This design comes from an exercise in tuning for small area, a short achievable clock period and few clock cycles per item on the open sky130 flow, not from production work.
At most, simulation tests tie the RTL to the original design; equivalence was not proved.
Function not checked in runs 5 and 6: the RTL went through the layout flow alone.
No activity file was given, so power comes from the tool's default toggle rates.

$ cat flow/flow/run.sh
#!/bin/bash
# Own layout flow: the standard flow (standard.sh, unchanged synthesis),
# with plain buffers on the ports instead of delay buffers, timing repair
# aiming for extra setup slack and free to change a cell's footprint when
# resizing it. The make run logs to its own file here.
set -euo pipefail
bash standard.sh \
  "BUFFER_PORTS_ARGS=-buffer_cell sky130_fd_sc_hd__buf_1" \
  "SETUP_SLACK_MARGIN=${OWN_SETUP_MARGIN:-7.5}" \
  "MATCH_CELL_FOOTPRINT=0" \
  finish > standard_finish.log 2>&1
$ cat flow/standard.sh
#!/bin/bash
# synth_recipe.tcl (not shown) runs the flow's synth.tcl, then flattens the netlist and writes it again
# the make line also repeats each setting of config.mk as NAME=value (left out here)
make -C /OpenROAD-flow-scripts/flow DESIGN_CONFIG=/design/flow/config.mk WORK_HOME=/design/flow/orfs CLKGATE_MAP_FILE= SYNTH_SCRIPT=/design/flow/synth_recipe.tcl "${@:-finish}"
$ cat flow/config.mk
export PLATFORM = sky130hd
export DESIGN_NAME = irdec
export DESIGN_NICKNAME = irdec
export VERILOG_FILES = /design/flow/design.v
export SDC_FILE = /design/flow/constraint.sdc
export NUM_CORES = 4
export LEC_CHECK = 0
export CAP_MARGIN = 20
export CORE_MARGIN = 2
export CORE_UTILIZATION = 40
export CTS_BUF_LIST = sky130_fd_sc_hd__clkbuf_8
export CTS_CLUSTER_DIAMETER = 50
export CTS_CLUSTER_SIZE = 20
export PLACE_DENSITY = 0.6
export SLEW_MARGIN = 20
export TNS_END_PERCENT = 5
$ cat flow/constraint.sdc
create_clock -name core_clock -period 11.0 [get_ports {clk}]
set_input_delay 2.2000 -clock core_clock [delete_from_list [all_inputs] [get_ports {clk}]]
set_output_delay 2.2000 -clock core_clock [all_outputs]
set_load 0.01 [all_outputs]
$ cat flow/design.v
module irdec (
    input  wire        clk,
    input  wire        rst,
    input  wire        req_valid,
    output wire        req_ready,
    input  wire [2:0]  req_op,
    input  wire [31:0] req_now,
    output reg         rsp_valid,
    output wire [51:0] rsp
);
    localparam [2:0] OP_EDGE  = 3'b001;
    localparam [2:0] OP_AVAIL = 3'b011;
    localparam [2:0] OP_RECV  = 3'b100;
    localparam [2:0] OP_READ  = 3'b101;
    localparam [2:0] OP_RESET = 3'b111;
    assign req_ready = 1'b1;
    reg [31:0] last_edge;
    reg [31:0] last_event;
    reg [1:0]  tag;         
    reg        pending;
    reg [5:0]  nec_c;
    reg [23:0] nec_data;    
    reg        nec_ok;      
    reg [5:0]  pan_c;
    reg [47:0] pan_data;    
    reg        pan_ok;      
    reg        hact;
    reg        hge2;
    reg [7:0]  hp;
    reg [15:0] hprev;
    reg [31:0] hash;
    reg        v1, e1;
    reg [2:0]  op1;
    reg [31:0] now1;
    reg [15:0] d1;         
    reg        to1, nl1, nh1, ng1, pl1, pg1, win1;
    wire is_avail = v1 && (op1 == OP_AVAIL);
    wire is_recv  = v1 && (op1 == OP_RECV);
    wire is_read  = v1 && (op1 == OP_READ);
    wire is_reset = v1 && (op1 == OP_RESET);
    wire tp_op    = v1 && (op1 != 3'd0) && (op1 != 3'd6) && (op1 != 3'd7);
    wire hto     = hge2 && to1;
    wire tp_fire = tp_op && !pending && hto;
    wire pend1   = pending || tp_fire;
    wire edge_go = e1 && !pending && !hto;
    wire clear_all = rst || is_reset;
    wire [31:0] le_next = is_reset ? 32'd0 : edge_go ? now1 : last_edge;
    wire [31:0] lv_next = is_reset ? 32'd0 : last_event;
    wire [16:0] lo_diff = {1'b0, req_now[15:0]} - {1'b0, le_next[15:0]};
    wire        lo_brw  = lo_diff[16];
    wire [15:0] el      = lo_diff[15:0];
    wire [15:0] xh      = req_now[31:16];
    wire [15:0] yh      = ~le_next[31:16];
    wire        hi_eq0  = ((xh ^ yh) == 16'hFFFF);
    wire        hi_eq1  = ((xh ^ yh) == {xh[14:0] | yh[14:0], 1'b0});
    wire        sat     = lo_brw ? !hi_eq1 : !hi_eq0;
    wire [18:0] lw_diff = {1'b0, req_now[17:0]} - {1'b0, lv_next[17:0]};
    wire [13:0] xw      = req_now[31:18];
    wire [13:0] yw      = ~lv_next[31:18];
    wire        w_eq0   = ((xw ^ yw) == 14'h3FFF);
    wire        w_eq1   = ((xw ^ yw) == {xw[12:0] | yw[12:0], 1'b0});
    wire        in_win  = (lw_diff[18] ? w_eq1 : w_eq0) && (lw_diff[17:0] < 18'd162000);
    always @(posedge clk) begin
        v1   <= req_valid && !rst;
        e1   <= req_valid && !rst && (req_op == OP_EDGE);
        op1  <= req_op;
        now1 <= req_now;
        d1   <= el | {16{sat}};
        to1  <= sat || (el >= 16'd27000);
        nl1  <= sat || (el >= 16'd12375);
        nh1  <= sat || (el >= 16'd6750);
        ng1  <= sat || (el >= 16'd1687);
        pl1  <= sat || (el >= 16'd3456);
        pg1  <= sat || (el >= 16'd1296);
        win1 <= in_win;
    end
    wire nec_bit  = ng1;
    wire nec_cmp  = nec_bit ^ nec_data[16];        
    wire nec_hi   = (nec_c >= 6'd26);              
    reg  [5:0]  nec_c_n;
    reg         nec_claim;
    reg         nec_hold;                           
    always @* begin
        nec_c_n   = nec_c;
        nec_claim = 1'b0;
        nec_hold  = 1'b0;
        if (to1) begin
            nec_c_n = (nec_c == 6'd0) ? 6'd1 : 6'd0;
        end else if (nec_c == 6'd0) begin
        end else if (nec_c == 6'd1) begin
            if (!nh1) begin
                nec_c_n = 6'd0;
            end else if (!nl1) begin
                nec_c_n   = 6'd0;
                nec_claim = win1;
                nec_hold  = win1;
            end else begin
                nec_c_n = 6'd2;
            end
        end else begin
            if (nec_c != 6'd33) begin
                nec_c_n = nec_c + 6'd1;
            end else begin
                nec_c_n   = 6'd0;
                nec_claim = nec_ok && nec_cmp;
            end
        end
    end
    wire        pan_bit   = pg1;
    wire [47:0] pan_shift = {pan_bit, pan_data[47:1]};
    wire        pan_cmp   = !(pan_bit ^ pan_data[24] ^ pan_data[32] ^ pan_data[40]);
    reg  [5:0]  pan_c_n;
    reg         pan_claim;
    always @* begin
        pan_c_n   = pan_c;
        pan_claim = 1'b0;
        if (to1) begin
            pan_c_n = (pan_c == 6'd0) ? 6'd1 : 6'd0;
        end else if (pan_c == 6'd0) begin
        end else if (pan_c == 6'd1) begin
            pan_c_n = pl1 ? 6'd2 : 6'd0;
        end else begin
            if (pan_c != 6'd49) begin
                pan_c_n = pan_c + 6'd1;
            end else begin
                pan_c_n   = 6'd0;
                pan_claim = pan_ok && pan_cmp;
            end
        end
    end
    wire [17:0] new3  = {2'b00, d1} + {1'b0, d1, 1'b0};
    wire [17:0] prev2 = {1'b0, hprev, 1'b0};
    wire [17:0] prev4 = {hprev, 2'b00};
    wire [1:0]  code  = (new3 <= prev2) ? 2'd0 : (new3 >= prev4) ? 2'd2 : 2'd1;
    wire nec_go   = edge_go;
    wire pan_go   = edge_go && !nec_claim;
    wire hash_go  = pan_go && !pan_claim;
    wire s_claim  = nec_go && nec_claim || pan_go && pan_claim;
    wire h_init   = hash_go && to1 && !hact;
    wire h_pulse  = hash_go && !to1 && hact;        
    wire h_fold   = hash_go && !to1 && hge2;
    wire h_claim  = hash_go && (to1 ? hge2 : (hge2 && hp == 8'd253));
    wire read_go  = is_read && pend1;
    wire [1:0] tag1 = tp_fire ? 2'd3 : tag;
    wire h_clear  = read_go && (tag1 == 2'd3) || s_claim;
    wire receiving = !pending && !to1 && ((nec_c != 6'd0) || (pan_c != 6'd0) || hact);
    always @(posedge clk) begin
        if (clear_all) begin
            tag        <= 2'd0;
            pending    <= 1'b0;
            nec_c      <= 6'd0;
            pan_c      <= 6'd0;
            hact       <= 1'b0;
            hge2       <= 1'b0;
        end else begin
            if (tp_fire || h_claim)
                tag <= 2'd3;
            else if (nec_go && nec_claim)
                tag <= 2'd1;
            else if (pan_go && pan_claim)
                tag <= 2'd2;
            if (read_go)
                pending <= 1'b0;
            else if (tp_fire || s_claim || h_claim)
                pending <= 1'b1;
            if (nec_go)
                nec_c <= nec_c_n;
            if (pan_go)
                pan_c <= pan_c_n;
            if (h_clear) begin
                hact <= 1'b0;
                hge2 <= 1'b0;
            end else if (h_init) begin
                hact <= 1'b1;
            end else if (h_pulse) begin
                hge2 <= 1'b1;
            end
        end
    end
    always @(posedge clk) begin
        if (rst) begin
            last_edge  <= 32'd0;
            last_event <= 32'd0;
        end else begin
            last_edge  <= le_next;
            last_event <= s_claim ? now1 : lv_next;
        end
    end
    always @(posedge clk) begin
        if (nec_go && nec_hold) begin
            nec_data <= 24'h00FFFF;
        end else if (nec_go) begin
            if (nec_hi) begin
                nec_data[23:16] <= {nec_data[16], nec_data[23:17]};
                nec_ok          <= nec_ok && nec_cmp;
            end else begin
                nec_data <= {nec_bit, nec_data[23:1]};
                nec_ok   <= 1'b1;
            end
        end
        if (pan_go) begin
            pan_data <= pan_shift;
            pan_ok   <= (pan_c < 6'd42) || (pan_ok && pan_cmp);
        end
        if (h_init)
            hp <= 8'd0;
        else if (h_pulse)
            hp <= hp + 8'd1;
        if (h_pulse)
            hprev <= d1;
    end
    reg       hi2, hf2;
    reg [1:0] code2;
    always @(posedge clk) begin
        hi2   <= h_init && !clear_all;
        hf2   <= h_fold && !clear_all;
        code2 <= code;
    end
    wire [31:0] t0 = hash;
    wire [31:0] t1 = {hash[30:0], 1'b0};
    wire [31:0] t2 = {hash[27:0], 4'b0};
    wire [31:0] t3 = {hash[24:0], 7'b0};
    wire [31:0] t4 = {hash[23:0], 8'b0};
    wire [31:0] t5 = {hash[7:0], 24'b0};
    wire [31:0] s1 = t0 ^ t1 ^ t2;
    wire [31:0] c1 = {((t0 & t1) | (t0 & t2) | (t1 & t2)), 1'b0};
    wire [31:0] s2 = t3 ^ t4 ^ t5;
    wire [31:0] c2 = {((t3 & t4) | (t3 & t5) | (t4 & t5)), 1'b0};
    wire [31:0] s3 = s1 ^ c1 ^ s2;
    wire [31:0] c3 = {((s1 & c1) | (s1 & s2) | (c1 & s2)), 1'b0};
    wire [31:0] s4 = s3 ^ c3 ^ c2;
    wire [31:0] c4 = {((s3 & c3) | (s3 & c2) | (c3 & c2)), 1'b0};
    wire [31:0] hmul = s4 + c4;
    always @(posedge clk) begin
        if (hi2)
            hash <= 32'h811C9DC5;
        else if (hf2)
            hash <= {hmul[31:2], hmul[1:0] ^ code2};
    end
    reg r_nec, r_pan, r_hash, r_flag;
    always @(posedge clk) begin
        if (rst) begin
            rsp_valid <= 1'b0;
            r_nec     <= 1'b0;
            r_pan     <= 1'b0;
            r_hash    <= 1'b0;
            r_flag    <= 1'b0;
        end else begin
            rsp_valid <= v1;
            r_nec     <= read_go && (tag1 == 2'd1);
            r_pan     <= read_go && (tag1 == 2'd2);
            r_hash    <= read_go && (tag1 == 2'd3);
            r_flag    <= is_avail && pend1 || is_recv && receiving;
        end
    end
    wire [15:0] r_addr = ({16{r_nec}}  & nec_data[15:0]) |
                         ({16{r_pan}}  & pan_data[15:0]) |
                         ({16{r_hash}} & {8'd0, hp});
    wire [31:0] r_cmd  = ({32{r_nec}}  & {24'd0, nec_data[23:16]}) |
                         ({32{r_pan}}  & pan_data[47:16]) |
                         ({32{r_hash}} & hash);
    assign rsp = {r_nec | r_pan | r_hash, r_pan | r_hash, r_nec | r_hash, r_flag, r_addr, r_cmd};
endmodule
==> results of run 1 <==
cell usage in the layout, fill, tap and decap left out, types with 8 or more instances in the layout:
cell	count
nor4_1	10
or3_1	10
edfxtp_1	66
mux2i_1	36
buf_4	68
clkbuf_8	38
nor3b_1	8
fa_1	77
a22o_1	32
nand4_1	21
dfxtp_4	23
o21bai_1	10
xnor2_1	64
nor2b_1	12
ha_4	18
nor3_1	38
a222oi_1	18
o21a_1	10
a21oi_1	102
a21oi_2	11
nor2_1	123
o211ai_1	15
inv_1	155
ha_1	154
nand3_1	56
a31oi_1	13
buf_1	87
xor2_1	31
and3_1	10
and2_1	19
a211oi_1	9
nand2b_1	11
inv_2	13
o21ai_0	56
a21o_1	48
dfxtp_1	187
nand2_1	229
sequential cells by signal (all words and copies together), names as in the netlist, 2 cells and up:
| name | count |
|---|---|
| last_edge | 32 |
| hash | 32 |
| hprev | 16 |
| tag | 2 |
| op1 | 3 |
| hp | 8 |
| last_event | 32 |
| now1 | 32 |
| nec_c | 6 |
| d1 | 16 |
| pan_c | 6 |
| nec_data | 24 |
| code2 | 2 |
| pan_data | 48 |
area by class of cell:
| type | instances | area share, % |
|---|---|---|
| sequential | 280 | 30.74 |
| clock buffer | 38 | 2.529 |
| clock inverter | 30 | 1.640 |
| timing repair buffer | 163 | 4.484 |
| inverter | 172 | 3.243 |
| multi-input combinational | 1384 | 53.78 |
| tap | 592 | 3.582 |
per-layer routing:
layer  vias up  wire, um
met4         2       940
met5         -        13
li1       6917         -
met2       265     21540
met3        76      1933
met1      6873     19470
cell usage after synthesis, types with 32 or more instances:
cell	instances	area share (%)
nor3_1	39	1.1
o21ai_0	59	1.7
nor2_1	126	2.7
a21oi_1	114	3.2
a22o_1	32	1.6
a21o_1	48	2.0
dfxtp_1	214	24
clkbuf_1	58	1.2
inv_1	172	3.6
xor2_1	35	1.7
edfxtp_1	66	11
nand3_1	58	1.6
nand2_1	230	4.9
mux2i_1	36	2.0
xnor2_1	66	3.3
ha_1	174	12
fa_1	83	9.4
final timing paths:
kind                  end  slack [ns]  cells after the start
max                   pg1        6.67                     14
min          pan_data[19]        0.45                      0
max reg2reg           pg1        6.78                     18
min reg2reg  pan_data[19]        0.45                      0
cell families after synthesis:
kind of cell               Yosys count  synth area share [%]
xor gates and xnor gates           101                 4.988
adders and majority gates          257                 21.65
DFF                                280                 35.33
AOI/OAI and AO/OA                  393                 15.05
other                                1               0.02115
muxes                               36                 2.032
and+or+nand+nor                    595                 15.83
buffers and inverters              238                 5.101
critical path, stage by stage:
cell and delay [ns]:
buf_8 0.11, clkinv_8 0.04, ha_4 0.12, inv_2 0.03
fa_2 0.32, a21o_1 0.20, a21oi_2 0.16, o21ai_2 0.07
a21o_1 0.21, a211oi_4 0.24, and3b_1 0.21, a211oi_2 0.27
xnor2_2 0.13, or4_4 0.54
through the flow:
stage	total power, mW	setup WS (ns)
finish	2.597	6.667
CTS	2.596	6.594
global route	2.731	6.563
detailed placement	1.560	5.632
floorplan	1.458	6.235
global placement	1.551	5.732
power by group:
group	switching, mW	leakage [nW]	internal, mW	total [mW]
clock	0.464	0.432	0.464	0.928
sequential	0.0169	2.40	1.06	1.08
combinational	0.309	5.61	0.281	0.590
total	0.790	8.44	1.81	2.60
what timing repair did:
action | 4_1_cts | 5_1_grt
endpoints found under the setup margin | 98 | 95
pin swaps | 62 | 33
gates resized for setup | 132 | 35
buffers inserted | 49 | 10
cloned | 1 | 0
hold buffers | 0 | 0
==> impl_metrics.py, run 1 <==
metrics = {
    "route": {
        "drtAntennaViolNets": 0,
        "route.vias.total": 14130,
        "via_per_inst": 5.315,
        "wl_per_cell_um": 16.51,
        "dr.pass1.iters": 5,
        "drc": 0,
        "drtIter0Drc": 878,
        "wl_mm": 43.90,
    },
    "logic_synthesis": {
        "synth-warning-count": 1,
        "synth_seq_cells": 280,
        "async_flop_share_pct": 0,
        "syn_avg_cell_area_um2": 9.328,
        "synthFlopType": "dfxtp_1",
        "syn_inst": 1901,
        "ys_seq_area_share_pct": 35.33,
        "synth.distinct_cells": 79,
        "syn-num-nets": 2196,
        "synth_edf_count": 66,
        "syn_area_um2": 17730,
    },
    "cells_and_area": {
        "syn_to_final_growth_pct": 16.61,
        "utilization_pct": 46.97,
        "stdcell_area_um2": 20680,
        "diodes": 0,
        "layoutNonFillerInstCount": 2659,
        "multiInputGateArea_um2": 11120,
        "seq_area_um2": 6357,
        "drive_gt1_share_pct": 13.79,
        "fin_nets": 2333,
        "fillers": 4188,
    },
    "place": {
        "portBuffers": 90,
        "gp_congestion": 0.8963,
        "place_area_um2": 18710,
        "hpwl_mm": 31.25,
        "dp.cells": 2531,
    },
    "clock_tree": {
        "cts_sinks": 280,
        "numCtsBuffers": 37,
        "worstSkewPairLatency_ns": 0.63,
        "htreeDepth": 2,
        "root_buffer": "clkbuf_8",
        "cts.clk_slew.worst_paths_ns": 0.09,
        "cts_tree": "done",
        "clockBufferDepth": 3,
    },
    "floorplanning": {
        "die_width_um": 214.6,
        "initial_core_util_pct": 40.28,
        "std_cell_rows": 77,
        "dieArea_um2": 46030,
        "num_io_pins": 92,
        "die_h_um": 214.6,
        "core_um2": 44030,
    },
    "sta": {
        "slew_headroom_pct": 45.75,
        "drv_slew": 0,
        "min_period_over_period_pct": 39.39,
        "clock.fmax_mhz": 230.8,
        "rsz0062_at_grt": "yes",
        "setup_tns_ns": 0,
        "hold_viol": 0,
        "worst_slew_pin_slew_ns": 0.8116,
        "hold_slack_ns": 0.4501,
        "setup_viol": 0,
        "clock_skew_ns": 0.05826,
        "min_period_ns": 4.333,
    },
    "status": {
        "status": "timing/DRC/antenna clean",
    },
    "grt": {
        "grt_start_max_net_pins": 70,
        "use_met1_pct": 24.45,
        "use_met3_pct": 2.993,
        "grt.busiest_layer": "met2",
        "grt_pass1_vias": 14310,
        "use_met2_pct": 34.12,
        "grt.overflow.total": 0,
        "grtUsageTotal_pct": 19.31,
        "antenna_found_initial": 1,
        "grt_pass1_wl_mm": 73.24,
    },
    "critical_path": {
        "required_ns": 11.51,
        "critPathLaunchType": "primary input",
        "end_kind": "flip-flop",
        "critPathMaxFanout": 4,
        "path_class": "in -> reg",
        "r2r-start": "to1",
        "worstSetupStartpoint": "req_now[0]",
        "cp.arrival_ns": 4.85,
    },
    "hold_path": {
        "min_path_type": "reg -> reg",
        "min_from": "pan_data[20]",
    },
    "power_and_ir_drop": {
        "ir_drop_mv": 0.09193,
        "p_per_area_nw_per_um2": 125.6,
        "leakagePower_nw": 8.441,
    },
    "job": {
        "drv_cap": 0,
    },
}
Testbench counts, summed over its fixed seeds: cycles 24,271, items 24,255.
==> inputs of run 2 (changes only) <==
--- a/flow/flow/run.sh
+++ b/flow/flow/run.sh
@@ -6,6 +6,6 @@
 set -euo pipefail
 bash standard.sh \
   "BUFFER_PORTS_ARGS=-buffer_cell sky130_fd_sc_hd__buf_1" \
-  "SETUP_SLACK_MARGIN=${OWN_SETUP_MARGIN:-7.5}" \
+  "SETUP_SLACK_MARGIN=${OWN_SETUP_MARGIN:-7}" \
   "MATCH_CELL_FOOTPRINT=0" \
   finish > standard_finish.log 2>&1
==> run 2 against run 1 <==
Compared with the run above:
- global-route usage fell by 0.38 points
- synthesized cell count unchanged
- largest cell class unchanged
- non-clock buffer count fell by 17
- critical path type unchanged
- highest routed layer is now met4
- sequential power about the same
- wire length down 0.74%
- still clean on timing, DRC and antenna
==> impl_metrics.py, run 2 <==
metrics = {
    "status": {
        "status": "timing/DRC/antenna clean",
    },
    "clock_tree": {
        "cts_tree": "done",
        "htreeDepth": 2,
        "cts.clk_slew.worst_paths_ns": 0.09,
        "root_buffer": "clkbuf_8",
        "numCtsBuffers": 39,
        "worstSkewPairLatency_ns": 0.63,
        "clockBufferDepth": 3,
        "cts_hold_buf": 0,
        "cts_sinks": 280,
    },
    "sta": {
        "hold_slack_ns": 0.4465,
        "setup_tns_ns": 0,
        "min_period_over_period_pct": 38.79,
        "slew_headroom_pct": 45.91,
        "hold_viol": 0,
        "clock.fmax_mhz": 234.4,
        "drv_slew": 0,
        "clock_skew_ns": 0.03919,
        "rsz0062_at_grt": "yes",
        "min_period_ns": 4.267,
        "setup_viol": 0,
        "worst_slew_pin_slew_ns": 0.8093,
    },
    "cells_and_area": {
        "regMostFlops": "pan_data",
        "layoutNonFillerInstCount": 2645,
        "fin_nets": 2318,
        "layout_commonest_cell": "nand2_1",
        "syn_to_final_growth_pct": 15.53,
        "utilization_pct": 46.53,
        "largest_reg_flops": 48,
        "mostFrequentLayoutCells": "nand2_1 (229), dfxtp_1 (188), inv_1 (158)",
        "stdcell_area_um2": 20490,
        "diodes": 0,
        "drive_gt1_share_pct": 12.42,
    },
    "floorplanning": {
        "core_um2": 44030,
        "initial_core_util_pct": 40.28,
        "num_io_pins": 92,
        "die_h_um": 214.6,
        "std_cell_rows": 77,
        "die_width_um": 214.6,
        "dieArea_um2": 46030,
    },
    "route": {
        "drtIter0Drc": 829,
        "via_per_inst": 5.302,
        "dr.pass1.iters": 6,
        "route.vias.total": 14030,
        "drc": 0,
        "wl_per_cell_um": 16.47,
        "wl_mm": 43.57,
        "drtAntennaViolNets": 0,
    },
    "place": {
        "hpwl_mm": 31.43,
        "portBuffers": 90,
        "gp_congestion": 0.8836,
        "dp.cells": 2530,
        "place_area_um2": 18700,
    },
    "critical_path": {
        "cp.arrival_ns": 4.77,
        "critPathMaxFanout": 4,
        "path_class": "in -> reg",
        "regToRegSetupSlack_ns": 6.85,
        "end_kind": "flip-flop",
        "required_ns": 11.51,
        "critPathLaunchType": "primary input",
    },
    "logic_synthesis": {
        "synthFlopType": "dfxtp_1",
        "synth_edf_count": 66,
        "yosysMostFrequentCell": "nand2_1",
        "syn_avg_cell_area_um2": 9.328,
        "synthTopCellsByCount": "nand2_1 (230), dfxtp_1 (214), ha_1 (174)",
        "synth_seq_cells": 280,
        "synth_top_area_share_pct": 24.16,
        "synth.distinct_cells": 79,
        "syn_inst": 1901,
        "ys_seq_area_share_pct": 35.33,
        "syn-num-nets": 2196,
        "async_flop_share_pct": 0,
        "synth-warning-count": 1,
        "synth.area.top_cells": "dfxtp_1 (24%), ha_1 (12%), edfxtp_1 (11%)",
        "synth_top_cell_by_area": "dfxtp_1",
        "syn_area_um2": 17730,
    },
    "grt": {
        "grt_pass1_vias": 14180,
        "grt_start_max_net_pins": 56,
        "antenna_found_initial": 0,
        "grt_pass1_wl_mm": 71.89,
        "grtUsageTotal_pct": 18.92,
        "grt.overflow.total": 0,
    },
    "power_and_ir_drop": {
        "ir_drop_mv": 0.1103,
        "leakagePower_nw": 8.381,
        "p_per_area_nw_per_um2": 125.2,
    },
    "job": {
        "drv_cap": 0,
    },
    "hold_path": {
        "min_path_type": "reg -> reg",
    },
}
run 2: per-layer routing:
| metal | routed length [um] | vias up | track usage [%] | share of wire [%] |
|---|---|---|---|---|
| met5 | 0 | - | 0 | 0 |
| met4 | 905 | 0 | 5.602 | 2.1 |
| met3 | 2045 | 61 | 3.390 | 4.7 |
| met2 | 21080 | 328 | 32.85 | 48 |
| met1 | 19540 | 6721 | 24.01 | 45 |
| li1 | - | 6915 | - | - |
run 2: critical path, cell delays in order:
cell	delay (ns)
buf_8	0.11
clkinv_8	0.04
ha_4	0.12
inv_2	0.03
fa_2	0.33
a21o_1	0.17
a21oi_2	0.14
o21ai_1	0.07
a21o_1	0.19
a211oi_2	0.26
and3b_1	0.22
a211oi_2	0.25
xnor2_2	0.12
or4_4	0.51
run 2: worst paths after layout:
kind | cells past startpoint | start | end
min reg2reg | 0 | pan_data[2] | pan_data[1]
max | 14 | req_now[0] | pg1
min | 0 | pan_data[2] | pan_data[1]
max reg2reg | 17 | hash[9] | hash[24]
run 2: per-stage QoR:
stage	power (mW)	setup slack (ns)
6_report	2.565	6.733
5_1_grt	2.705	6.602
4_1_cts	2.590	6.703
3_5_place_dp	1.559	5.633
3_3_place_gp	1.551	5.730
2_1_floorplan	1.458	6.233
run 2: final cells by class:
class	instances	area, um2
tap	592	740.7
timing repair buffer	146	797.0
clock inverter	30	337.8
inverter	172	673.1
fill	4219	23540
sequential	280	6356
multi-input combinational	1384	11020
clock buffer	41	564.3
run 2: repair_timing:
| action | in CTS | in global routing |
|---|---|---|
| buffers inserted | 37 | 6 |
| setup endpoints to repair | 93 | 87 |
| pin swaps | 48 | 27 |
| cloned | 1 | 0 |
| gates resized for setup | 123 | 19 |
run 2: cells by family after synthesis:
kind of cell	Yosys count	synth area share, %
AND/OR/NAND/NOR	595	15.83
AO/OA/AOI/OAI	393	15.05
flip-flops	280	35.33
adder cells (fa/ha/maj)	257	21.65
buffers and inverters	238	5.101
XOR/XNOR	101	4.988
multiplexers	36	2.032
other	1	0.02115
run 2: where the power goes:
group	internal (mW)	total, mW	leakage [nW]	switching [mW]
Combinational	0.263	0.559	5.53	0.296
Clock	0.420	0.928	0.456	0.508
Sequential	1.06	1.08	2.40	0.0174
==> inputs of run 3 (changes only) <==
--- a/flow/config.mk
+++ b/flow/config.mk
@@ -7,10 +7,10 @@
 export LEC_CHECK = 0
 export CAP_MARGIN = 20
 export CORE_MARGIN = 2
-export CORE_UTILIZATION = 40
+export CORE_UTILIZATION = 65
 export CTS_BUF_LIST = sky130_fd_sc_hd__clkbuf_8
 export CTS_CLUSTER_DIAMETER = 50
 export CTS_CLUSTER_SIZE = 20
-export PLACE_DENSITY = 0.6
+export PLACE_DENSITY = 0.8
 export SLEW_MARGIN = 20
 export TNS_END_PERCENT = 5
==> run 3 against run 2 <==
Compared with the run above:
- still clean
- sequential share of layout area increased by 0.90 points
- critical path depth decreased by 2
- final area decreased by 2.9%
- clock power decreased by 15%
- largest cell class unchanged
- largest power group unchanged
- highest routed layer unchanged
==> impl_metrics.py, run 3 <==
metrics = {
    "floorplanning": {
        "dieArea_um2": 28620,
        "initial_core_util_pct": 65.98,
        "die_h_um": 169.2,
        "die_width_um": 169.2,
        "num_io_pins": 92,
        "core_um2": 26880,
        "std_cell_rows": 60,
    },
    "cells_and_area": {
        "diodes": 0,
        "layout_commonest_cell": "nand2_1",
        "mostFrequentLayoutCells": "nand2_1 (229), dfxtp_1 (189), ha_1 (163)",
        "layoutNonFillerInstCount": 2375,
        "largest_reg_flops": 48,
        "utilization_pct": 73.98,
        "fillers": 1945,
        "multiInputGateArea_um2": 10940,
        "stdcell_area_um2": 19880,
        "regMostFlops": "pan_data",
        "syn_to_final_growth_pct": 12.12,
        "drive_gt1_share_pct": 11.31,
        "seq_area_um2": 6347,
        "fin_nets": 2305,
    },
    "route": {
        "drc": 0,
        "via_per_inst": 6.067,
        "route.vias.total": 14410,
        "drtAntennaViolNets": 0,
        "wl_per_cell_um": 17.70,
        "dr.pass1.iters": 7,
        "wl_mm": 42.04,
        "drtIter0Drc": 1144,
    },
    "clock_tree": {
        "cts_sinks": 280,
        "clockBufferDepth": 3,
        "worstSkewPairLatency_ns": 0.62,
        "root_buffer": "clkbuf_8",
        "numCtsBuffers": 30,
        "cts_tree": "done",
        "cts.clk_slew.worst_paths_ns": 0.09,
        "htreeDepth": 1,
    },
    "grt": {
        "grt.busiest_layer": "met2",
        "use_met1_pct": 36.36,
        "use_met2_pct": 52.83,
        "use_met3_pct": 4.361,
        "grtUsageTotal_pct": 29.52,
        "grt_start_max_net_pins": 70,
        "grt_pass1_wl_mm": 69.59,
        "grt_pass1_vias": 14460,
        "grt.overflow.total": 0,
        "antenna_found_initial": 0,
    },
    "status": {
        "status": "timing/DRC/antenna clean",
    },
    "logic_synthesis": {
        "synth_top_area_share_pct": 24.16,
        "ys_seq_area_share_pct": 35.33,
        "synthTopCellsByCount": "nand2_1 (230), dfxtp_1 (214), ha_1 (174)",
        "syn_area_um2": 17730,
        "async_flop_share_pct": 0,
        "syn-num-nets": 2196,
        "synth.distinct_cells": 79,
        "synth_top_cell_by_area": "dfxtp_1",
        "synth.area.top_cells": "dfxtp_1 (24%), ha_1 (12%), edfxtp_1 (11%)",
        "synth-warning-count": 1,
        "syn_inst": 1901,
        "synth_edf_count": 66,
        "syn_avg_cell_area_um2": 9.328,
        "yosysMostFrequentCell": "nand2_1",
        "synthFlopType": "dfxtp_1",
        "synth_seq_cells": 280,
    },
    "place": {
        "place_area_um2": 18370,
        "hpwl_mm": 29.80,
        "dp_slack_ns": 5.658,
        "portBuffers": 90,
        "gp_congestion": 0.8835,
        "dp.cells": 2276,
    },
    "sta": {
        "setup_ws_ns": 6.641,
        "setup_viol": 0,
        "worst_slew_pin_slew_ns": 1.076,
        "rsz0062_at_grt": "yes",
        "clock_skew_ns": 0.02771,
        "hold_slack_ns": 0.4521,
        "min_period_ns": 4.359,
        "hold_viol": 0,
        "min_period_over_period_pct": 39.63,
        "slew_headroom_pct": 28.19,
        "setup_tns_ns": 0,
        "drv_slew": 0,
        "clock.fmax_mhz": 229.4,
    },
    "critical_path": {
        "critPathLaunchType": "primary input",
        "slowest_stage": "nor4_1",
        "end_kind": "flip-flop",
        "required_ns": 11.52,
        "path_class": "in -> reg",
        "cpLargestDelayFamily": "compound AO/OA/AOI/OAI gates",
        "critPathMaxFanout": 3,
        "crit_chain": "buf_1 > ha_1 > a21o_1 > a211o_1 > o22a_1 > a21oi_1 > nand2_1 > a21oi_1 > nor4_1 > nor4_1 > a221oi_2 > o2111a_1",
        "cp.arrival_ns": 4.88,
        "crit_buf_inv": 1,
        "max_stage_delay_ns": 0.45,
    },
    "power_and_ir_drop": {
        "p_per_area_nw_per_um2": 121.9,
        "finalPower_mw": 2.423,
        "leakagePower_nw": 8.248,
        "ir_drop_mv": 0.1056,
    },
    "hold_path": {
        "min_path_type": "reg -> reg",
    },
    "job": {
        "drv_cap": 0,
    },
}
-- run 3: cell type report --
cell class | count | area share (%)
Multi-Input combinational cell | 1383 | 55.03
Timing Repair Buffer | 143 | 3.845
Clock buffer | 31 | 2.146
Inverter | 172 | 3.386
Sequential cell | 280 | 31.92
Clock inverter | 25 | 1.523
Tap cell | 341 | 2.146
-- run 3: logic make-up (layout without fill, tap and decap cells) --
group / count (synthesis) / in the layout / share of synthesized area, %
AO/OA/AOI/OAI: 393 / 393 / 15.05
flip-flops: 280 / 280 / 35.33
other: 1 / 1 / 0.02115
adder cells (fa/ha/maj): 257 / 257 / 21.65
multiplexers: 36 / 36 / 2.032
buffers and inverters: 238 / 371 / 5.101
AND/OR/NAND/NOR: 595 / 595 / 15.83
XOR/XNOR: 101 / 101 / 4.988
-- run 3: path summary, 6_finish.rpt --
| path | from | to | slack (ns) | cells after the start |
|---|---|---|---|---|
| worst min register to register | now1[0] | last_event[0] | 0.45 | 2 |
| worst max-delay path | req_now[3] | win1 | 6.64 | 12 |
| worst min-delay path | now1[0] | last_event[0] | 0.45 | 2 |
| worst max register to register | hash[15] | hash[29] | 6.71 | 15 |
-- run 3: report_power, final --
| part | internal (mW) | switching, mW | leakage [nW] |
|---|---|---|---|
| Clock | 0.348 | 0.445 | 0.362 |
| Sequential | 1.06 | 0.0163 | 2.40 |
| Combinational | 0.244 | 0.308 | 5.49 |
-- run 3: timing repair --
action | CTS | global route
resized for setup | 101 | 26
buffers inserted | 30 | 13
endpoints found under the setup margin | 94 | 87
pin swaps | 33 | 27
hold buffers | 0 | 0
-- run 3: worst register-to-register path: stages (launching register included) --
cell        delay, ns
dfxtp_2          0.41
clkinvlp_4       0.19
fa_1             0.52
fa_1             0.55
inv_1            0.06
fa_1             0.48
ha_1             0.38
a21o_1           0.19
a21oi_1          0.15
o2bb2ai_1        0.13
nor3_4           0.26
o21bai_2         0.16
o211ai_1         0.23
nor2b_2          0.19
xnor2_1          0.07
a31o_2           0.24
-- run 3: metal layers --
| layer | vias to the layer above | wire, um |
|---|---|---|
| li1 | 6855 | - |
| met1 | 6908 | 16880 |
| met2 | 533 | 21100 |
| met3 | 113 | 2616 |
| met4 | 0 | 1448 |
| met5 | - | 0 |
==> inputs of run 4 (changes only) <==
--- a/flow/config.mk
+++ b/flow/config.mk
@@ -7,10 +7,10 @@
 export LEC_CHECK = 0
 export CAP_MARGIN = 20
 export CORE_MARGIN = 2
-export CORE_UTILIZATION = 65
+export CORE_UTILIZATION = 55
 export CTS_BUF_LIST = sky130_fd_sc_hd__clkbuf_8
 export CTS_CLUSTER_DIAMETER = 50
 export CTS_CLUSTER_SIZE = 20
-export PLACE_DENSITY = 0.8
+export PLACE_DENSITY = 0.7
 export SLEW_MARGIN = 20
 export TNS_END_PERCENT = 5
==> run 4 against run 3 <==
Compared with the run above:
- combinational power rose by 2%
- critical path depth rose by 3
- die area rose by 18%
- non-clock buffer count fell by 8
- setup slack got worse by 0.0058 ns
- still clean
- sequential share of layout area fell by 0.16 points
- largest power group unchanged
- fmax fell by 0.13%
- utilization fell by 11 points
- final area rose by 0.48%
- sequential cell count did not move
==> impl_metrics.py, run 4 <==
metrics = {
    "critical_path": {
        "reg2reg_depth": 16,
        "path_class": "in -> reg",
        "critPathLaunchType": "primary input",
        "crit_top_cell": "a21o_1",
        "slowest_stage": "or4_1",
        "end_kind": "flip-flop",
        "max_stage_delay_ns": 0.53,
        "cpLargestDelayFamily": "compound AO/OA/AOI/OAI gates",
        "critPathMaxFanout": 3,
        "crit_buf_inv": 3,
        "cp.arrival_ns": 4.82,
        "required_ns": 11.46,
        "cp.depth": 15,
        "crit_chain": "buf_8 > clkinv_8 > ha_4 > inv_2 > fa_2 > a21o_1 > a21oi_2 > o21ai_1 > a21o_1 > a211oi_4 > o21bai_1 > a21o_1 > xnor2_2 > nand3_2 > or4_1",
    },
    "sta": {
        "setup_tns_ns": 0,
        "worst_slew_pin_slew_ns": 1.056,
        "rsz0062_at_grt": "yes",
        "min_period_ns": 4.365,
        "drv_slew": 0,
        "hold_viol": 0,
        "min_period_over_period_pct": 39.68,
        "setup_viol": 0,
        "clock_skew_ns": 0.03646,
        "clock.fmax_mhz": 229.1,
        "slew_headroom_pct": 29.49,
    },
    "place": {
        "portBuffers": 90,
        "hpwl_mm": 30.18,
        "gp_congestion": 0.8936,
    },
    "logic_synthesis": {
        "async_flop_share_pct": 0,
        "syn_area_um2": 17730,
        "synth_top_area_share_pct": 24.16,
        "synth.distinct_cells": 79,
        "syn_inst": 1901,
        "ys_seq_area_share_pct": 35.33,
        "synthTopCellsByCount": "nand2_1 (230), dfxtp_1 (214), ha_1 (174)",
        "synth.area.top_cells": "dfxtp_1 (24%), ha_1 (12%), edfxtp_1 (11%)",
        "yosys.area_share.xor_xnor_pct": 4.988,
        "synth_edf_count": 66,
        "synth_seq_cells": 280,
        "synthFlopType": "dfxtp_1",
        "synthMuxAreaShare_pct": 2.032,
        "synth-warning-count": 1,
        "synth_top_cell_by_area": "dfxtp_1",
        "syn-num-nets": 2196,
        "synthSimpleGateAreaFrac_pct": 15.83,
        "synth_top_family_by_area": "adder cells",
        "synth_fa_ha_area_share_pct": 21.65,
        "syn_avg_cell_area_um2": 9.328,
        "synth_compound_area_share_pct": 15.05,
        "yosysMostFrequentCell": "nand2_1",
    },
    "floorplanning": {
        "die_width_um": 183.6,
        "dieArea_um2": 33690,
        "initial_core_util_pct": 56.05,
        "die_h_um": 183.6,
        "num_io_pins": 92,
        "std_cell_rows": 65,
        "core_um2": 31640,
    },
    "power_and_ir_drop": {
        "finalPower_mw": 2.458,
        "ir_drop_mv": 0.09275,
        "p_per_area_nw_per_um2": 123.1,
        "leakagePower_nw": 8.235,
    },
    "grt": {
        "grt_pass1_vias": 13910,
        "grt.overflow.total": 0,
        "grtUsageTotal_pct": 25.30,
        "grt_start_max_net_pins": 70,
        "antenna_found_initial": 0,
        "grt_pass1_wl_mm": 69.29,
    },
    "cells_and_area": {
        "fin_nets": 2301,
        "layout_commonest_cell": "nand2_1",
        "largest_reg_flops": 48,
        "seq_area_um2": 6346,
        "drive_gt1_share_pct": 11.32,
        "mostFrequentLayoutCells": "nand2_1 (229), dfxtp_1 (188), inv_1 (162)",
        "syn_to_final_growth_pct": 12.66,
        "regMostFlops": "pan_data",
        "multiInputGateArea_um2": 11020,
        "diodes": 0,
        "fillers": 2630,
    },
    "clock_tree": {
        "cts_tree": "done",
        "cts_hold_buf": 0,
        "worstSkewPairLatency_ns": 0.58,
        "clockBufferDepth": 3,
        "root_buffer": "clkbuf_8",
        "htreeDepth": 2,
        "numCtsBuffers": 34,
        "cts_sinks": 280,
        "cts.clk_slew.worst_paths_ns": 0.09,
    },
    "route": {
        "drtIter0Drc": 941,
        "wl_per_cell_um": 17.32,
        "drtAntennaViolNets": 0,
        "drc": 0,
        "dr.pass1.iters": 8,
        "route.vias.total": 13980,
        "via_per_inst": 5.745,
        "wl_mm": 42.14,
    },
    "status": {
        "status": "timing/DRC/antenna clean",
    },
    "hold_path": {
        "min_path_type": "reg -> reg",
        "min_path_cells": 2,
    },
    "job": {
        "drv_cap": 0,
    },
}
==> run 4: cell types whose count changed in the layout (fill, tap and decap cells not counted), sizes merged <==
cell,previous run,this run
clkinv,7,11
inv,183,181
clkinvlp,5,4
clkbuf,32,37
buf,142,133
==> run 4: stage by stage <==
stage / cells / hold WS [ns] / utilization (%) / setup slack [ns] / cell area, um2
floorplan: 1901 / 0.4260 / - / 6.233 / 17760
global placement: 2339 / 0.4317 / 58.34 / 5.765 / 18460
global route: 2433 / 0.4706 / 63.15 / 6.516 / 19980
finish: 2433 / 0.4546 / 63.15 / 6.635 / 19980
CTS: 2426 / 0.4597 / 62.62 / 6.617 / 19810
detailed placement: 2339 / 0.4372 / 58.34 / 5.676 / 18460
==> run 4: where the power goes <==
part / switching [mW] / total (mW) / internal, mW
clock: 0.443 / 0.816 / 0.373
sequential: 0.0189 / 1.08 / 1.06
combinational: 0.307 / 0.561 / 0.254
total: 0.768 / 2.46 / 1.69
==> run 4: metal layers <==
metal | track usage [%] | vias up | wire, um | part of all wire, %
li1 | - | 6865 | - | -
met1 | 32.10 | 6656 | 18220 | 43
met2 | 44.41 | 371 | 20560 | 49
met3 | 3.586 | 86 | 2046 | 4.9
met4 | 8.288 | 0 | 1314 | 3.1
met5 | 0 | - | 0 | 0
==> run 4: path summary, 6_finish.rpt <==
kind | startpoint | to | slack [ns]
max reg2reg | hash[7] | hash[25] | 6.68
min | now1[4] | last_event[4] | 0.45
max | req_now[0] | pg1 | 6.64
min reg2reg | now1[4] | last_event[4] | 0.45
==> run 4: timing repair <==
action	CTS	global route
setup endpoints to repair	95	91
pin swaps	45	33
cloned	0	0
resized for setup	106	26
setup buffers	26	7
==> run 4: cell type report <==
cell class	count	area share [%]
timing repair buffer	135	3.451
inverter	172	3.344
sequential	280	31.77
tap	402	2.518
multi-input combinational	1383	55.17
clock buffer	35	2.411
clock inverter	26	1.340
==> run 4: cells by family (layout without fill, tap and decap cells) <==
kind of cell / Yosys count / in the layout
adder cells (fa/ha/maj): 257 / 257
AO/OA/AOI/OAI: 393 / 393
buffers and inverters: 238 / 368
XOR/XNOR: 101 / 101
other: 1 / 1
multiplexers: 36 / 36
flip-flops: 280 / 280
AND/OR/NAND/NOR: 595 / 595
==> run 4: worst reg2reg max path: cells and delay by family (launching register included) <==
kind	cells	cell delay [ns]
multiplexers	1	0.14
AO/OA/AOI/OAI	5	1.17
XOR/XNOR	1	0.15
adder cells (fa/ha/maj)	4	1.64
buffers and inverters	2	0.34
AND/OR/NAND/NOR	3	0.39
flip-flops	1	0.36
==> inputs of run 5 (changes only) <==
--- a/flow/design.v
+++ b/flow/design.v
@@ -33,7 +33,23 @@
     reg [2:0]  op1;
     reg [31:0] now1;
     reg [15:0] d1;         
-    reg        to1, nl1, nh1, ng1, pl1, pg1, win1;
+    reg        win1;
+    function automatic ge16(input [15:0] x, input [15:0] k);
+        integer i;
+        reg r;
+        begin
+            r = 1'b1;
+            for (i = 0; i < 16; i = i + 1)
+                r = k[i] ? (x[i] & r) : (x[i] | r);
+            ge16 = r;
+        end
+    endfunction
+    wire to1 = ge16(d1, 16'd27000);
+    wire nl1 = ge16(d1, 16'd12375);
+    wire nh1 = ge16(d1, 16'd6750);
+    wire ng1 = ge16(d1, 16'd1687);
+    wire pl1 = ge16(d1, 16'd3456);
+    wire pg1 = ge16(d1, 16'd1296);
     wire is_avail = v1 && (op1 == OP_AVAIL);
     wire is_recv  = v1 && (op1 == OP_RECV);
     wire is_read  = v1 && (op1 == OP_READ);
@@ -66,12 +82,6 @@
         op1  <= req_op;
         now1 <= req_now;
         d1   <= el | {16{sat}};
-        to1  <= sat || (el >= 16'd27000);
-        nl1  <= sat || (el >= 16'd12375);
-        nh1  <= sat || (el >= 16'd6750);
-        ng1  <= sat || (el >= 16'd1687);
-        pl1  <= sat || (el >= 16'd3456);
-        pg1  <= sat || (el >= 16'd1296);
         win1 <= in_win;
     end
     wire nec_bit  = ng1;
--- a/flow/config.mk
+++ b/flow/config.mk
@@ -7,10 +7,10 @@
 export LEC_CHECK = 0
 export CAP_MARGIN = 20
 export CORE_MARGIN = 2
-export CORE_UTILIZATION = 55
+export CORE_UTILIZATION = 40
 export CTS_BUF_LIST = sky130_fd_sc_hd__clkbuf_8
 export CTS_CLUSTER_DIAMETER = 50
 export CTS_CLUSTER_SIZE = 20
-export PLACE_DENSITY = 0.7
+export PLACE_DENSITY = 0.6
 export SLEW_MARGIN = 20
 export TNS_END_PERCENT = 5
==> run 5 against run 4 <==
Compared with the run above:
- critical endpoint is now hash[31]
- via count rose by 0.92%
- synthesized area down 1.9%
- critical path depth grew 2
- largest cell class unchanged
- power up 25%
- clock skew increased by 0.012 ns
- first-iteration DRC count fell by 7.3%
- setup slack got worse by 0.35 ns
- utilization down 16 points
- die area rose by 34%
==> impl_metrics.py, run 5 <==
metrics = {
    "logic_synthesis": {
        "synth.distinct_cells": 75,
        "synth_top_cell_by_area": "dfxtp_1",
        "syn_inst": 1907,
        "synth.area.top_cells": "dfxtp_1 (24%), ha_1 (13%), edfxtp_1 (11%)",
        "ys_seq_area_share_pct": 35.34,
        "synth_seq_cells": 274,
        "async_flop_share_pct": 0,
        "yosysMostFrequentCell": "nand2_1",
        "synthTopCellsByCount": "nand2_1 (283), dfxtp_1 (208), ha_1 (174)",
        "synth-warning-count": 1,
        "syn_area_um2": 17390,
        "synth_edf_count": 66,
        "synthFlopType": "dfxtp_1",
        "syn-num-nets": 2202,
        "synth_top_area_share_pct": 23.95,
        "syn_avg_cell_area_um2": 9.119,
    },
    "floorplanning": {
        "die_width_um": 212.5,
        "std_cell_rows": 76,
        "die_h_um": 212.5,
        "initial_core_util_pct": 40.46,
        "core_um2": 42980,
        "num_io_pins": 92,
        "dieArea_um2": 45160,
    },
    "sta": {
        "setup_tns_ns": 0,
        "min_period_ns": 4.717,
        "min_period_over_period_pct": 42.88,
        "clock.fmax_mhz": 212.0,
        "slew_headroom_pct": 25.77,
        "setup_viol": 0,
        "clock_skew_ns": 0.04846,
        "drv_slew": 0,
        "worst_slew_pin_slew_ns": 1.114,
        "hold_viol": 0,
        "rsz0062_at_grt": "yes",
    },
    "cells_and_area": {
        "syn_to_final_growth_pct": 15.51,
        "fin_nets": 2322,
        "mostFrequentLayoutCells": "nand2_1 (281), dfxtp_1 (179), ha_1 (162)",
        "layoutNonFillerInstCount": 2639,
        "diodes": 0,
        "drive_gt1_share_pct": 11.15,
        "layout_commonest_cell": "nand2_1",
        "utilization_pct": 46.73,
        "largest_reg_flops": 48,
        "regMostFlops": "pan_data",
    },
    "power_and_ir_drop": {
        "ir_drop_mv": 0.1168,
        "leakagePower_nw": 8.256,
        "p_per_area_nw_per_um2": 152.5,
    },
    "grt": {
        "grt_start_max_net_pins": 70,
        "use_met2_pct": 35.36,
        "use_met3_pct": 3.264,
        "use_met1_pct": 25.96,
        "grtUsageTotal_pct": 20.42,
        "grt_pass1_vias": 14310,
        "grt.busiest_layer": "met2",
        "grt_pass1_wl_mm": 73.86,
        "antenna_found_initial": 0,
        "grt.overflow.total": 0,
    },
    "job": {
        "drv_cap": 0,
    },
    "critical_path": {
        "path_class": "reg -> reg",
        "required_ns": 11.49,
        "cp.arrival_ns": 5.20,
        "critPathMaxFanout": 2,
        "end_kind": "flip-flop",
        "regToRegSetupSlack_ns": 6.28,
        "critPathLaunchType": "flip-flop",
    },
    "route": {
        "wl_per_cell_um": 17.27,
        "route.vias.total": 14110,
        "drc": 0,
        "wl_mm": 45.58,
        "drtIter0Drc": 872,
        "dr.pass1.iters": 5,
        "drtAntennaViolNets": 0,
        "via_per_inst": 5.346,
    },
    "clock_tree": {
        "numCtsBuffers": 38,
        "clockBufferDepth": 3,
        "htreeDepth": 2,
        "cts_tree": "done",
        "worstSkewPairLatency_ns": 0.62,
        "cts_sinks": 274,
        "cts_hold_buf": 0,
        "root_buffer": "clkbuf_8",
        "cts.clk_slew.worst_paths_ns": 0.09,
    },
    "status": {
        "status": "timing/DRC/antenna clean",
    },
    "hold_path": {
        "min_path_type": "reg -> reg",
    },
    "place": {
        "gp_congestion": 0.8481,
        "portBuffers": 90,
        "dp.cells": 2521,
        "hpwl_mm": 31.14,
    },
}
run 5: cell types whose count changed in the layout (fill, tap and decap cells not counted), moves of 14 or more:
cell	previous run	this run
a21o_1	48	33
nor2b_1	13	28
mux2i_1	35	15
nand3_1	55	69
nand2_1	229	281
a21oi_1	105	131
nor2_1	123	97
run 5: stage by stage:
stage | worst slack [ns] | hold slack [ns] | cell area, um2 | power [mW]
2_1_floorplan | 6.197 | 0.4260 | 17440 | 1.829
3_3_place_gp | 5.625 | 0.4310 | 18340 | 2.009
3_5_place_dp | 5.502 | 0.4381 | 18340 | 2.020
4_1_cts | 6.268 | 0.4304 | 19800 | 2.998
5_1_grt | 6.072 | 0.4521 | 20090 | 3.260
6_report | 6.283 | 0.4296 | 20090 | 3.064
run 5: final timing paths:
check | start | to | cells past startpoint
max | hash[8] | hash[31] | 17
min | pan_data[21] | pan_data[20] | 0
max reg2reg | hash[8] | hash[31] | 17
min reg2reg | pan_data[21] | pan_data[20] | 0
run 5: where the power goes:
part	total [mW]	switching [mW]	internal (mW)	leakage, nW
registers	1.08	0.0332	1.05	2.36
logic	1.09	0.594	0.495	5.46
clock network	0.893	0.475	0.419	0.440
run 5: final cells by class:
class                           instances  area [um2]
Sequential cell                       274        6222
Tap cell                              585       732.0
Fill cell                            4174       22890
Clock inverter                         27       285.3
Timing Repair Buffer                  150       885.9
Multi-Input combinational cell       1399       10790
Clock buffer                           40       550.5
Inverter                              164       625.6
run 5: metal layers:
metal / wire, um / up-vias / share of wire, %
met5: 0 / - / 0
met4: 1142 / 0 / 2.5
met3: 2081 / 72 / 4.6
met2: 22040 / 302 / 48
met1: 20310 / 6831 / 45
li1: - / 6902 / -
run 5: worst max-delay path, stage by stage, from the launching register on:
cell	delay, ns
dfxtp_4	0.37
inv_1	0.07
fa_1	0.52
fa_1	0.45
fa_1	0.54
inv_2	0.05
ha_4	0.16
a2111oi_4	0.32
o21ai_1	0.13
a41o_1	0.23
a211o_1	0.32
a311o_1	0.32
a221oi_4	0.32
a211oi_2	0.12
mux2i_1	0.14
a311oi_1	0.30
xor2_1	0.19
nand2_1	0.07
run 5: kinds of logic (layout without fill, tap and decap cells):
kind of cell	after synthesis	in the layout	synth area share, %
adder cells (fa/ha/maj)	257	257	22.08
buffers and inverters	236	381	5.181
multiplexers	17	17	0.9929
XOR/XNOR	82	82	4.130
AO/OA/AOI/OAI	415	417	15.78
flip-flops	274	274	35.34
AND/OR/NAND/NOR	625	625	16.48
other	1	1	0.02157
run 5: timing repair:
item | 4_1_cts | 5_1_grt
setup endpoints to repair | 87 | 150
resized for setup | 68 | 48
buffers inserted | 37 | 9
pin swaps | 33 | 38
cloned | 4 | 1
==> inputs of run 6 (changes only) <==
--- a/flow/design.v
+++ b/flow/design.v
@@ -44,6 +44,26 @@
             ge16 = r;
         end
     endfunction
+    function automatic ge18(input [17:0] x, input [17:0] k);
+        integer i;
+        reg r;
+        begin
+            r = 1'b1;
+            for (i = 0; i < 18; i = i + 1)
+                r = k[i] ? (x[i] & r) : (x[i] | r);
+            ge18 = r;
+        end
+    endfunction
+    function automatic ge6(input [5:0] x, input [5:0] k);
+        integer i;
+        reg r;
+        begin
+            r = 1'b1;
+            for (i = 0; i < 6; i = i + 1)
+                r = k[i] ? (x[i] & r) : (x[i] | r);
+            ge6 = r;
+        end
+    endfunction
     wire to1 = ge16(d1, 16'd27000);
     wire nl1 = ge16(d1, 16'd12375);
     wire nh1 = ge16(d1, 16'd6750);
@@ -75,7 +95,7 @@
     wire [13:0] yw      = ~lv_next[31:18];
     wire        w_eq0   = ((xw ^ yw) == 14'h3FFF);
     wire        w_eq1   = ((xw ^ yw) == {xw[12:0] | yw[12:0], 1'b0});
-    wire        in_win  = (lw_diff[18] ? w_eq1 : w_eq0) && (lw_diff[17:0] < 18'd162000);
+    wire        in_win  = (lw_diff[18] ? w_eq1 : w_eq0) && !ge18(lw_diff[17:0], 18'd162000);
     always @(posedge clk) begin
         v1   <= req_valid && !rst;
         e1   <= req_valid && !rst && (req_op == OP_EDGE);
@@ -86,7 +106,7 @@
     end
     wire nec_bit  = ng1;
     wire nec_cmp  = nec_bit ^ nec_data[16];        
-    wire nec_hi   = (nec_c >= 6'd26);              
+    wire nec_hi   = ge6(nec_c, 6'd26);              
     reg  [5:0]  nec_c_n;
     reg         nec_claim;
     reg         nec_hold;                           
@@ -210,7 +230,7 @@
         end
         if (pan_go) begin
             pan_data <= pan_shift;
-            pan_ok   <= (pan_c < 6'd42) || (pan_ok && pan_cmp);
+            pan_ok   <= !ge6(pan_c, 6'd42) || (pan_ok && pan_cmp);
         end
         if (h_init)
             hp <= 8'd0;
==> run 6 against run 5 <==
Compared with the run above:
- still clean
- sequential share of layout area down 0.28 points
- first-iteration DRC count down 1.0%
- clock power up 7.5%
- setup slack better by 0.31 ns
- sequential power about the same
- critical endpoint is now rsp[32]
- power down 26%
- largest cell class unchanged
- die area up 1.3%
==> impl_metrics.py, run 6 <==
metrics = {
    "cells_and_area": {
        "regMostFlops": "pan_data",
        "mostFrequentLayoutCells": "nand2_1 (252), dfxtp_1 (179), inv_1 (175)",
        "largest_reg_flops": 48,
        "diodes": 0,
        "drive_gt1_share_pct": 11.56,
        "layout_commonest_cell": "nand2_1",
        "syn_to_final_growth_pct": 14.82,
        "fin_nets": 2317,
    },
    "critical_path": {
        "end_kind": "output port",
        "slowest_stage": "dfxtp_2",
        "path_class": "reg -> out",
        "crit_buf_inv": 2,
        "max_stage_delay_ns": 0.96,
        "cp.arrival_ns": 2.21,
        "cpLargestDelayFamily": "flip-flops",
        "critPathLaunchType": "flip-flop",
        "required_ns": 8.80,
        "critPathMaxFanout": 43,
        "crit_chain": "a222oi_1 > inv_1 > buf_1",
    },
    "logic_synthesis": {
        "synth_edf_count": 66,
        "synth_top_cell_by_area": "dfxtp_1",
        "synthFlopType": "dfxtp_1",
        "synthTopCellsByCount": "nand2_1 (256), dfxtp_1 (208), inv_1 (182)",
        "synth_top_area_share_pct": 23.62,
        "syn-num-nets": 2209,
        "syn_area_um2": 17630,
        "synth-warning-count": 1,
        "syn_avg_cell_area_um2": 9.204,
        "synth_seq_cells": 274,
        "async_flop_share_pct": 0,
        "synth.distinct_cells": 81,
        "syn_inst": 1915,
        "ys_seq_area_share_pct": 34.87,
        "synth.area.top_cells": "dfxtp_1 (24%), ha_1 (12%), edfxtp_1 (11%)",
        "yosysMostFrequentCell": "nand2_1",
    },
    "grt": {
        "grt.overflow.total": 0,
        "grt_pass1_vias": 14000,
        "grtUsageTotal_pct": 18.60,
        "antenna_found_initial": 0,
        "grt_start_max_net_pins": 71,
        "grt_pass1_wl_mm": 70.50,
    },
    "sta": {
        "clock.fmax_mhz": 226.8,
        "hold_viol": 0,
        "worst_slew_pin_slew_ns": 1.085,
        "clock_skew_ns": 0.04306,
        "slew_headroom_pct": 27.42,
        "min_period_over_period_pct": 40.09,
        "drv_slew": 0,
        "rsz0062_at_grt": "yes",
        "setup_viol": 0,
        "setup_ws_ns": 6.590,
        "setup_tns_ns": 0,
        "min_period_ns": 4.410,
    },
    "clock_tree": {
        "cts.clk_slew.worst_paths_ns": 0.09,
        "worstSkewPairLatency_ns": 0.62,
        "numCtsBuffers": 37,
        "clockBufferDepth": 3,
        "cts_tree": "done",
        "root_buffer": "clkbuf_8",
        "htreeDepth": 2,
        "cts_hold_buf": 0,
        "cts_sinks": 274,
    },
    "power_and_ir_drop": {
        "leakagePower_nw": 8.345,
        "finalPower_mw": 2.259,
        "ir_drop_mv": 0.1077,
        "p_per_area_nw_per_um2": 111.6,
    },
    "route": {
        "dr.pass1.iters": 5,
        "via_per_inst": 5.289,
        "wl_mm": 43.17,
        "drtIter0Drc": 863,
        "route.vias.total": 13940,
        "drtAntennaViolNets": 0,
        "wl_per_cell_um": 16.38,
        "drc": 0,
    },
    "place": {
        "hpwl_mm": 30.85,
        "dp_slack_ns": 5.524,
        "gp_congestion": 0.8737,
        "portBuffers": 90,
    },
    "hold_path": {
        "min_path_type": "reg -> reg",
    },
    "floorplanning": {
        "die_h_um": 213.9,
        "num_io_pins": 92,
        "dieArea_um2": 45760,
        "core_um2": 43270,
        "std_cell_rows": 76,
        "die_width_um": 213.9,
        "initial_core_util_pct": 40.74,
    },
    "job": {
        "drv_cap": 0,
    },
    "status": {
        "status": "timing/DRC/antenna clean",
    },
}
==> run 6: changes by cell type after synthesis, moves of 12 or more <==
cell	previous run	this run
a21oi_1	139	104
nand2_1	283	256
nor2_1	99	120
inv_1	163	182
nand3_1	69	50
or2_2	6	23
xor2_1	27	44
nand2b_1	21	9
==> run 6: metal layers <==
| layer | vias to the layer above | routed length, um | track usage (%) |
|---|---|---|---|
| met1 | 6703 | 19500 | 23.83 |
| li1 | 6885 | - | - |
| met4 | 0 | 1151 | 5.991 |
| met5 | - | 0 | 0 |
| met2 | 281 | 20840 | 32.23 |
| met3 | 74 | 1688 | 2.670 |
==> run 6: timing repair <==
action	in CTS	in global routing
gates cloned	2	1
setup buffers	10	21
resized for setup	53	86
pin swaps	13	37
endpoints found under the setup margin	88	91
endpoints found under the hold margin	0	0
==> run 6: report_power, final <==
group          leakage (nW)  internal [mW]  switching [mW]  total [mW]
sequential             2.35           1.04          0.0165        1.06
combinational          5.52          0.104           0.139       0.243
clock                 0.469          0.482           0.478       0.960
total                  8.35           1.62           0.634        2.26
==> run 6: cells by family after synthesis <==
kind of cell             Yosys count  synth area share [%]
XOR/XNOR                          95                 4.721
AO/OA/AOI/OAI                    375                 14.55
AND/OR/NAND/NOR                  639                 17.26
adder cells (fa/ha/maj)          256                 21.71
flip-flops                       274                 34.87
multiplexers                      26                 1.477
buffers and inverters            249                 5.402
other                              1               0.02128
==> run 6: path summary, 6_finish.rpt <==
path,start,end,slack [ns],cells after the start
hold reg to reg,pan_data[21],pan_data[20],0.45,0
setup / recovery,r_hash,rsp[32],6.59,3
hold / removal,pan_data[21],pan_data[20],0.45,0
setup reg to reg,hash[7],hash[24],6.59,17
==> run 6: area by class of cell <==
type | instances | area, um2
Clock inverter | 28 | 371.6
Tap cell | 585 | 732.0
Inverter | 183 | 700.7
Multi-Input combinational cell | 1392 | 10880
Timing Repair Buffer | 135 | 807.0
Sequential cell | 274 | 6212
Clock buffer | 39 | 536.8
Fill cell | 4145 | 23030
==> run 6: stage by stage <==
stage                     cell area [um2]  hold slack (ns)  util (%)  instances
after detailed placement            18560           0.4341     42.89       2535
after CTS                           19750           0.4486     45.64       2614
after global placement              18560           0.4311     42.89       2535
after global routing                20240           0.4655     46.77       2636
after floorplan                     17650           0.4260         -       1915
final                               20240           0.4511     46.77       2636

-- afterwards: timing with drivers on the ports --
No port has a modelled driver above. Below, the same layouts with a new extraction and two added sets of constraints. Step 1 sets driving cells, clkbuf_16 on the clock port and buf_2 on the other inputs (assumed; they add their load-dependent delay and slew). Step 2 adds t to the input delays and takes it off the output delays; t is the mean of the earliest and latest rising clock arrival at the registers after step 1. Input paths then give back, and output paths get back, about the clock's delay inside the block. a / b / c = ideal / step 1 / step 2; a / b = the first two.
| run | t, ns | slack for setup (ns) | latest minus earliest clock arrival (ns) | worst slew at a driven data input, ns | cell pins on the clock port's net |
|---|---|---|---|---|---|
| run 1 | 0.651 | 6.667 / 6.680 / 6.030 | 0.058 / 0.059 | 0.07 | 1 |
| run 2 | 0.655 | 6.733 / 6.745 / 6.090 | 0.041 / 0.041 | 0.05 | 1 |
| run 3 | 0.655 | 6.641 / 6.658 / 6.003 | 0.030 / 0.030 | 0.06 | 1 |
| run 4 | 0.610 | 6.635 / 6.639 / 6.029 | 0.039 / 0.038 | 0.05 | 1 |
| run 5 | 0.647 | 6.283 / 6.283 / 5.775 | 0.052 / 0.051 | 0.04 | 1 |
| run 6 | 0.643 | 6.590 / 6.543 / 5.986 | 0.044 / 0.045 | 0.05 | 1 |
After both steps every run listed still meets setup and hold. The setup slack of run 2, which loses most, moves by +0.012 ns with the drivers and by -0.643 ns with both steps.
